What follows belongs to an exercise in optimizing a design on an open flow for small area, a short achievable clock period and few clock cycles; a production flow would make more cautious choices. Function was checked by simulation only, so behaviour that the tests miss may differ from the original. Power and IR drop assume default switching activity.

Design hp_emc, start of the top module:
module hp_emc (
    input  wire        clk,
    input  wire        rst,
    input  wire        start,
    input  wire [15:0] ir,
    input  wire [15:0] a_in,
    input  wire [15:0] b_in,
    input  wire [15:0] se_in,
    input  wire        dc_in,
    input  wire [47:0] ar1_in,
    input  wire [47:0] ar2_in,
    output wire        ready,
    output reg         done,
    output reg  [1:0]  fail,
    output reg  [15:0] a_out,
    output reg  [15:0] b_out,
    output reg  [15:0] se_out,
    output reg         dc_out,
    output reg  [47:0] ar1_out,
    output reg  [47:0] ar2_out
);
    localparam [15:0] OP_MWA = 16'h7200, OP_CMY = 16'h7220, OP_CMX = 16'h7260,
                      OP_FXA = 16'h7280, OP_NRM = 16'h7340, OP_CDC = 16'h73C0,
                      OP_FMP = 16'h7A00, OP_FDV = 16'h7A21, OP_MRX = 16'h7B00,
                      OP_DRS = 16'h7B21, OP_MRY = 16'h7B40, OP_MLY = 16'h7B61,
                      OP_MPY = 16'h7B8F;
  ...
Size: ~5,100 cells after synthesis, about 350 flip-flops, roughly 310 I/O pins, roughly 0.034 mm2 of cells after synthesis.
Settings: LEC_CHECK=0, ABC_AREA=1, CAP_MARGIN=50, CORE_MARGIN=2, CORE_UTILIZATION=55, SLEW_MARGIN=70; clock period 22.0 ns.
run.sh (not shown) runs the stock make flow with config.mk's settings and CLKGATE_MAP_FILE= SYNTH_SCRIPT=/design/flow/synth_recipe.tcl, a recipe that flattens the netlist after the stock synthesis.
Testbench counts at the start, summed over its fixed seeds: cycles 23,306.
Rerun with:
--- a/flow/design.v
+++ b/flow/design.v
@@ -2,29 +2,27 @@
     input  wire [47:0] p,
     input  wire [47:0] q6,
     input  wire        cin,
     output reg  [47:0] s,
     output wire        cout
 );
     reg [11:0] g, t;           
     reg [47:0] s0, s1;         
-    reg [3:0]  w, w1, gb, pb;
+    reg [4:0]  w;
+    reg [3:0]  w1;
     integer i;
     always @* begin
         for (i = 0; i < 12; i = i + 1) begin
-            gb   = p[4*i +: 4] & q6[4*i +: 4];
-            pb   = p[4*i +: 4] ^ q6[4*i +: 4];
-            g[i] = gb[3] | (pb[3] & gb[2]) | (pb[3] & pb[2] & gb[1]) |
-                   (pb[3] & pb[2] & pb[1] & gb[0]);
-            t[i] = &pb;
-            w    = p[4*i +: 4] + q6[4*i +: 4];
-            w1   = w + 4'd1;
-            s0[4*i +: 4] = g[i] ? w : w + 4'd10;
-            s1[4*i +: 4] = (g[i] | t[i]) ? w1 : w1 + 4'd10;
+            w = {1'b0, p[4*i +: 4]} + {1'b0, q6[4*i +: 4]};
+            g[i] = w[4];
+            t[i] = (w[3:0] == 4'hF);
+            w1 = w[3:0] + 4'd1;
+            s0[4*i +: 4] = w[4] ? w[3:0] : w[3:0] + 4'd10;
+            s1[4*i +: 4] = (w[4] | t[i]) ? w1 : w1 + 4'd10;
         end
     end
     reg [12:0] c;
     reg [11:0] G [0:4];
     reg [11:0] T [0:4];
     integer l, d;
     always @* begin
         G[0] = g; T[0] = t;
@@ -218,18 +216,17 @@
     bcd_cmp12 u_cmp (.p(r1), .q6(plus6(x10)), .cin(dc1), .cout(co10));
     wire jump = !co10 && (x1[47:44] == 4'd0);
     wire [3:0] fh = ({4{q_2}}  & {3'd0, x2h}) |
                     ({4{q_4}}  & {2'd0, x2h, x4h}) |
                     ({4{q_5}}  & {1'b0, x1[47:45]}) |
                     ({4{q_10}} & x1[47:44]);
     wire [3:0] acc_f  = acc + fh;
     wire [3:0] acc_f1 = acc_f + 4'd1;
-    wire [31:0] macc = fst ? (32'hFD535600 | {23'd0, bneg[4], 8'd0}) :
-                             {b_out[7:0], a_out, 8'd0};
+    wire [31:0] macc = fst ? 32'd0 : {b_out[7:0], a_out, 8'd0};
     wire [31:0] prod;
     emc_mul u_mul (.a(a1), .neg(bneg), .one(bone), .two(btwo), .acc(macc), .p(prod));
     reg [3:0] nz;               
     always @* begin
         nz = 4'd12;
         for (i = 0; i < 12; i = i + 1)
             if (r1[4*i +: 4] != 4'd0) nz = 4'd11 - i[3:0];
     end
@@ -388,36 +385,38 @@
 module emc_mul (
     input  wire [15:0] a,
     input  wire [4:0]  neg,
     input  wire [4:0]  one,
     input  wire [4:0]  two,
     input  wire [31:0] acc,
     output wire [31:0] p
 );
-    reg [31:0] r [0:5];
+    reg [31:0] r [0:6];
     reg [17:0] mag, pp;
     integer j;
     always @* begin
+        r[5] = acc;
+        r[6] = 32'hFD560000;
         for (j = 0; j < 5; j = j + 1) begin
             mag  = ({18{one[j]}} & {{2{a[15]}}, a}) | ({18{two[j]}} & {a[15], a, 1'b0});
             pp   = mag ^ {18{neg[j]}};
             r[j] = {14'd0, ~pp[17], pp[16:0]} << (2*j);
-            if (j > 0) r[j][2*j-2] = neg[j-1];
+            r[6][2*j] = neg[j];
         end
-        r[5] = acc;
     end
     function [63:0] csa(input [31:0] x, input [31:0] y, input [31:0] z);
         csa = {((x & y) | (x & z) | (y & z)) << 1, x ^ y ^ z};
     endfunction
     wire [63:0] l1a = csa(r[0], r[1], r[2]);
     wire [63:0] l1b = csa(r[3], r[4], r[5]);
     wire [63:0] l2a = csa(l1a[31:0], l1a[63:32], l1b[31:0]);
     wire [63:0] l3a = csa(l2a[31:0], l2a[63:32], l1b[63:32]);
-    assign p = l3a[31:0] + l3a[63:32];
+    wire [63:0] l4a = csa(l3a[31:0], l3a[63:32], r[6]);
+    assign p = l4a[31:0] + l4a[63:32];
 endmodule
 module emc_booth (
     input  wire [8:0] m,
     output reg  [4:0] neg,
     output reg  [4:0] one,
     output reg  [4:0] two
 );
     reg [2:0] t;
Routed wire length rose by 5.0%. Power rose by 11%. Combinational power came out higher by about 10%. Utilization went up by 0.53 points. Final cell count rises by 3.0%. Sequential power increases by about 0.5%. Via count increases by 2.2%. Cell area is higher by 3.0%. Critical path depth is lower by 10. Fmax fell by 3.3%.
Testbench counts after the change, summed over its fixed seeds: cycles 23,306.

-- port drivers added, routing unchanged --
In the flow no input, the clock included, has a driving cell. The finished layouts below were timed again as built, in two steps.
Step 1, drivers: a clkbuf_16 drives clk and a buf_2 each remaining input, both assumed.
Step 2 adds t to the input delays and takes it off the output delays; t is the mean of the earliest and latest rising clock arrival at the registers after step 1. Input paths then give back, and output paths get back, about the clock's delay inside the block.
Slacks: no drivers / after step 1 / after step 2; pairs: no drivers / after step 1.
| run | shift t [ns] | setup WS [ns] | worst setup path at the end | worst data-port slew with drivers (ns) |
|---|---|---|---|---|
| the first run | 0.667 | 15.947 / 15.878 / 15.319 | input to register | 0.09 |
| the second run | 0.685 | 15.738 / 15.673 / 15.357 | input to register | 0.08 |
After both steps every run listed still meets setup and hold. The setup slack of the first run, which loses most, moves by -0.069 ns with the drivers and by -0.628 ns with both steps.
